From an optimization exercise on the open Yosys and OpenROAD flow, aimed at small area, a short achievable clock period and few clock cycles per item; shortcuts taken in it are not production practice.
Where RTL was checked, it was by simulation tests only, not by an equivalence proof against the original.

== job 6012 ==
## aes256_core
module aes256_core (
    input  wire         clk,
    input  wire         rst,
    input  wire         start,
    input  wire [1:0]   op,
    input  wire [255:0] key,
    input  wire [127:0] din,
    output reg          ready,
    output reg          done,
    output reg          err,
    output wire [127:0] dout
);
Size: ~9100 cells after synthesis, roughly 1800 flip-flops, about 520 I/O pins, roughly 89000 um2 of cells after synthesis.
Settings: LEC_CHECK=0, CAP_MARGIN=20, CORE_MARGIN=2, CORE_UTILIZATION=40, CTS_BUF_LIST=sky130_fd_sc_hd__clkbuf_16, CTS_CLUSTER_DIAMETER=60, CTS_CLUSTER_SIZE=25, SLEW_MARGIN=20; clock period 10.0 ns.
standard.sh (not shown) runs the stock make flow with config.mk's settings and CLKGATE_MAP_FILE= SYNTH_SCRIPT=/design/flow/synth_recipe.tcl, a recipe that flattens the netlist after the stock synthesis.
==> flow/flow/run.sh <==
#!/bin/bash
# Own flow: the standard layout (standard.sh) with three changes:
#  - synthesis maps with an ABC script suited to XOR-heavy logic
#    (flow/abc.script) and skips the full/half adder extraction; registers,
#    flattening and renaming are the standard synthesis's;
#  - timing repair aims SETUP_SLACK_MARGIN ns below the clock period;
#  - ports are buffered with a plain buffer cell, and the delay cells are
#    not used as buffers.
set -euo pipefail
W=$(pwd)
MARGIN=6.5
SYN=$FLOW_HOME/scripts/synth.tcl
sed -e 's|^\(\s*\)\[env_var_exists_and_non_empty ADDER_MAP_FILE\] &&|\10 \&\& [env_var_exists_and_non_empty ADDER_MAP_FILE] \&\&|' \
    -e "s|^\(\s*\)log_cmd abc {\*}\$abc_args|\1log_cmd abc -script $W/flow/abc.script {*}[lrange \$abc_args 2 end]|" \
    "$SYN" > "$W/synth_own.tcl"
grep -q '0 && \[env_var_exists_and_non_empty ADDER_MAP_FILE\]' "$W/synth_own.tcl"
grep -q "log_cmd abc -script $W/flow/abc.script" "$W/synth_own.tcl"
sed "s|source \$::env(SCRIPTS_DIR)/synth.tcl|source $W/synth_own.tcl|" synth_recipe.tcl > "$W/synth_recipe_own.tcl"
grep -q "source $W/synth_own.tcl" "$W/synth_recipe_own.tcl"
sed -e "s|SYNTH_SCRIPT=[^ ]*|SYNTH_SCRIPT=$W/synth_recipe_own.tcl|" \
    -e "s|\"\${@:-finish}\"|SETUP_SLACK_MARGIN=$MARGIN \"\${@:-finish}\"|" standard.sh > "$W/standard_own.sh"
grep -q "SYNTH_SCRIPT=$W/synth_recipe_own.tcl" "$W/standard_own.sh"
grep -q "SETUP_SLACK_MARGIN=$MARGIN" "$W/standard_own.sh"
export BUFFER_PORTS_ARGS="-buffer_cell sky130_fd_sc_hd__buf_1"
DLY=""
for c in clkdlybuf4s15_1 clkdlybuf4s15_2 clkdlybuf4s18_1 clkdlybuf4s18_2 clkdlybuf4s25_1 \
         clkdlybuf4s25_2 clkdlybuf4s50_1 clkdlybuf4s50_2 dlygate4sd1_1 dlygate4sd2_1 \
         dlygate4sd3_1 dlymetal6s2s_1 dlymetal6s4s_1 dlymetal6s6s_1; do
  DLY="$DLY sky130_fd_sc_hd__$c"
done
export DONT_USE_CELLS="$DLY"
bash "$W/standard_own.sh" > "$W/flow_make.log" 2>&1
==> flow/flow/abc.script <==
strash
&get -n
&dch -x
&nf -R 1000
&put
buffer -c
topo
stime -c
upsize -c
dnsize -c
Job 6012: full flow OK, the timing, DRC and antenna checks passed
Testbench counts of job 6012, summed over its fixed seeds: cycles 12,152, blocks 768.
> inputs changed (job 6012 -> job 1543)
Settings: CTS_CLUSTER_DIAMETER changed from 60 to 120; CTS_CLUSTER_SIZE changed from 25 to 18.
==> flow/flow/abc.script <==
strash
&get -n
&dch -x
&nf -R 1000 -p
&put
buffer -c
topo
stime -c
upsize -c
dnsize -c
==> comparison <==
Run comparison: job 6012 start point of the critical path op[1]; job 1543 start point of the critical path q2[11]
Job 1543 vs. job 6012: area of all placed cells without fillers now smaller, ratio of final minimum period to clock period now larger.
The inputs of job 6197 differ from those of job 1543 as listed below.
==> flow/flow/abc.script <==
strash
&get -n
&dch -x
&nf -R 10
&put
buffer -c
topo
stime -c
upsize -c
dnsize -c
==> comparison <==
- In the flow results for job 1543 and job 6197, the via count of the first global-routing pass is smaller on job 6197.
- Routed wire length in job 6197 is 2100 um lower than in job 1543
- Going from job 1543 to job 6197, met3 global-route usage increased by 0.44 points relative to the old numbers; initial cell density of the core has remained practically unchanged; slew at the pin with the worst max-slew slack increased 0.084 ns.
- Full die area: job 6197 vs job 1543, no meaningful difference
- Relative to job 1543, final cell count decreased by 48 in job 6197.
- Going from job 1543 to job 6197, area share of xor/xnor cells in the synthesized design up 0.30 points; height of the die flat; final worst setup slack down 0.088 ns; final layout net count down about 0.5%.


## run 1
aes256_core, a different RTL version from the one above (not shown whole).
For scale: about 9,200 cells after synthesis, roughly 2,000 flip-flops, ~520 I/O pins, ~92,000 sq um of cells after synthesis.
export LEC_CHECK = 0
export CAP_MARGIN = 20
export CORE_MARGIN = 2
export CORE_UTILIZATION = 40
export CTS_BUF_LIST = sky130_fd_sc_hd__clkbuf_16
export CTS_CLUSTER_DIAMETER = 50
export CTS_CLUSTER_SIZE = 30
export SLEW_MARGIN = 20
create_clock -name core_clock -period 10.0 [get_ports {clk}]
==> flow/flow/abc.script <==
strash
&get -n
&dch -x
&nf -R 1000
&put
buffer -c
topo
stime -c
upsize -c
dnsize -c
Scripts as last shown in full above: flow/flow/run.sh
Run 1: all stages complete, timing, DRC and antenna checks passed
Edits applied to the flow inputs when going from run 1 to run 2:
# run 1
export LEC_CHECK = 0
export CAP_MARGIN = 20
export CORE_MARGIN = 2
export CORE_UTILIZATION = 40
export CTS_BUF_LIST = sky130_fd_sc_hd__clkbuf_16
export CTS_CLUSTER_DIAMETER = 50
export CTS_CLUSTER_SIZE = 30
export SLEW_MARGIN = 20
create_clock -name core_clock -period 10.0 [get_ports {clk}]
# run 2
export LEC_CHECK = 0
export CAP_MARGIN = 20
export CORE_MARGIN = 2
export CORE_UTILIZATION = 40
export CTS_BUF_LIST = sky130_fd_sc_hd__clkbuf_4 sky130_fd_sc_hd__clkbuf_8 sky130_fd_sc_hd__clkbuf_16
export CTS_CLUSTER_SIZE = 30
export SLEW_MARGIN = 20
create_clock -name core_clock -period 10.0 [get_ports {clk}]
--- a/flow/flow/run.sh
+++ b/flow/flow/run.sh
@@ -6,4 +6,3 @@
 #  - timing repair aims SETUP_SLACK_MARGIN ns below the clock period;
-#  - ports are buffered with a plain buffer cell, and the delay cells are
-#    not used as buffers.
+#  - ports are buffered with a plain buffer cell.
 set -euo pipefail
@@ -24,9 +23,2 @@
 export BUFFER_PORTS_ARGS="-buffer_cell sky130_fd_sc_hd__buf_1"
-DLY=""
-for c in clkdlybuf4s15_1 clkdlybuf4s15_2 clkdlybuf4s18_1 clkdlybuf4s18_2 clkdlybuf4s25_1 \
-         clkdlybuf4s25_2 clkdlybuf4s50_1 clkdlybuf4s50_2 dlygate4sd1_1 dlygate4sd2_1 \
-         dlygate4sd3_1 dlymetal6s2s_1 dlymetal6s4s_1 dlymetal6s6s_1; do
-  DLY="$DLY sky130_fd_sc_hd__$c"
-done
-export DONT_USE_CELLS="$DLY"
 bash "$W/standard_own.sh" > "$W/flow_make.log" 2>&1
[summary]
On data required time at the worst endpoint, run 1 tracks run 2 almost exactly.
Run 1 → run 2: total met2 wirelength after detailed routing went up; slew at the pin closest to its max-slew limit went down.
Relative to run 2, the following input files were edited for run 3:
# run 2
export LEC_CHECK = 0
export CAP_MARGIN = 20
export CORE_MARGIN = 2
export CORE_UTILIZATION = 40
export CTS_BUF_LIST = sky130_fd_sc_hd__clkbuf_4 sky130_fd_sc_hd__clkbuf_8 sky130_fd_sc_hd__clkbuf_16
export CTS_CLUSTER_SIZE = 30
export SLEW_MARGIN = 20
create_clock -name core_clock -period 10.0 [get_ports {clk}]
# run 3
export LEC_CHECK = 0
export CAP_MARGIN = 20
export CORE_MARGIN = 2
export CORE_UTILIZATION = 40
export CTS_BUF_LIST = sky130_fd_sc_hd__clkbuf_16
export CTS_CLUSTER_DIAMETER = 60
export CTS_CLUSTER_SIZE = 25
export SLEW_MARGIN = 20
create_clock -name core_clock -period 10.0 [get_ports {clk}]
## What came out
Run 3 ended with less final clock period utilization by the worst path than run 2.
Run 3 and run 2 ended up with nearly the same largest net degree at the start of global routing.
Delta (run 3 minus run 2): logic depth of the worst setup path including buffers saw a decrease; data arrival time of the worst path saw a decrease; hold slack saw an increase; clock buffer count in the final layout saw a decrease.
The number of filler instances in the final layout of run 3 exceeds that of run 2 by 130.
Summary of run 3 over run 2: detail-routed net length per standard cell higher.
--- input diff run 3..run 4 ---
# run 3
export LEC_CHECK = 0
export CAP_MARGIN = 20
export CORE_MARGIN = 2
export CORE_UTILIZATION = 40
export CTS_BUF_LIST = sky130_fd_sc_hd__clkbuf_16
export CTS_CLUSTER_DIAMETER = 60
export CTS_CLUSTER_SIZE = 25
export SLEW_MARGIN = 20
create_clock -name core_clock -period 10.0 [get_ports {clk}]
# run 4
export LEC_CHECK = 0
export CAP_MARGIN = 20
export CORE_MARGIN = 2
export CORE_UTILIZATION = 40
export SLEW_MARGIN = 20
create_clock -name core_clock -period 10.0 [get_ports {clk}]
Findings:
Run 4 | stages: all done | timing, DRC, antenna: all pass
For the first-iteration DRC count, run 4 came in 113 lower than run 3 did.
Run 3 -> run 4: overall via count from detail_route increased slightly
Between run 3 and run 4, non-clock buffer count in the final layout is higher for run 3, run 4 comes in under that.
As of run 4, post-layout net count had risen slightly compared to run 3.
Compared run 3 against run 4; area share of buffers outside the clock network within noise.
Count of buffers added by post-CTS timing repair for setup delta for run 4 relative to run 3: 6 lower
A layer with the highest usage of met2 is what run 4 shows, while met1 belongs to run 3.
No functional check of the RTL was part of any run of this note.

afterwards: timing with drivers on the ports:
In the flow no input, the clock included, has a driving cell. The finished layouts below were timed again as built, in two steps.
Step 1: set_driving_cell puts a clkbuf_16 on clk and a buf_2 on each other input, an assumption about the parent block.
Step 2, shift: input delay + t, output delay - t, t = (earliest + latest rising clock arrival at the registers) / 2. This alone moves slack from input paths to output paths.
Three values: no drivers, after step 1, after step 2; two values: the first two.
run | shift t [ns] | setup WS [ns] | clock arrival spread, ns | worst slew at a driven data input, ns
job 6012 | 0.929 | 6.527 / 6.446 / 5.636 | 0.065 / 0.066 | 0.27
job 1543 | 0.881 | 6.485 / 6.424 / 5.756 | 0.059 / 0.059 | 0.28
job 6197 | 0.893 | 6.397 / 6.397 / 5.651 | 0.072 / 0.072 | 0.26
run 1 | 0.967 | 6.539 / 6.468 / 5.677 | 0.067 / 0.067 | 0.26
run 2 | 0.953 | 6.424 / 6.424 / 5.571 | 0.058 / 0.059 | 0.26
run 3 | 0.920 | 6.479 / 6.460 / 5.748 | 0.065 / 0.065 | 0.28
run 4 | 0.954 | 6.431 / 6.431 / 5.577 | 0.062 / 0.063 | 0.28
After both steps setup and hold are still met in every run listed. For job 6012, which loses most, drivers alone change the setup slack by -0.081 ns; drivers and shift together by -0.891 ns.
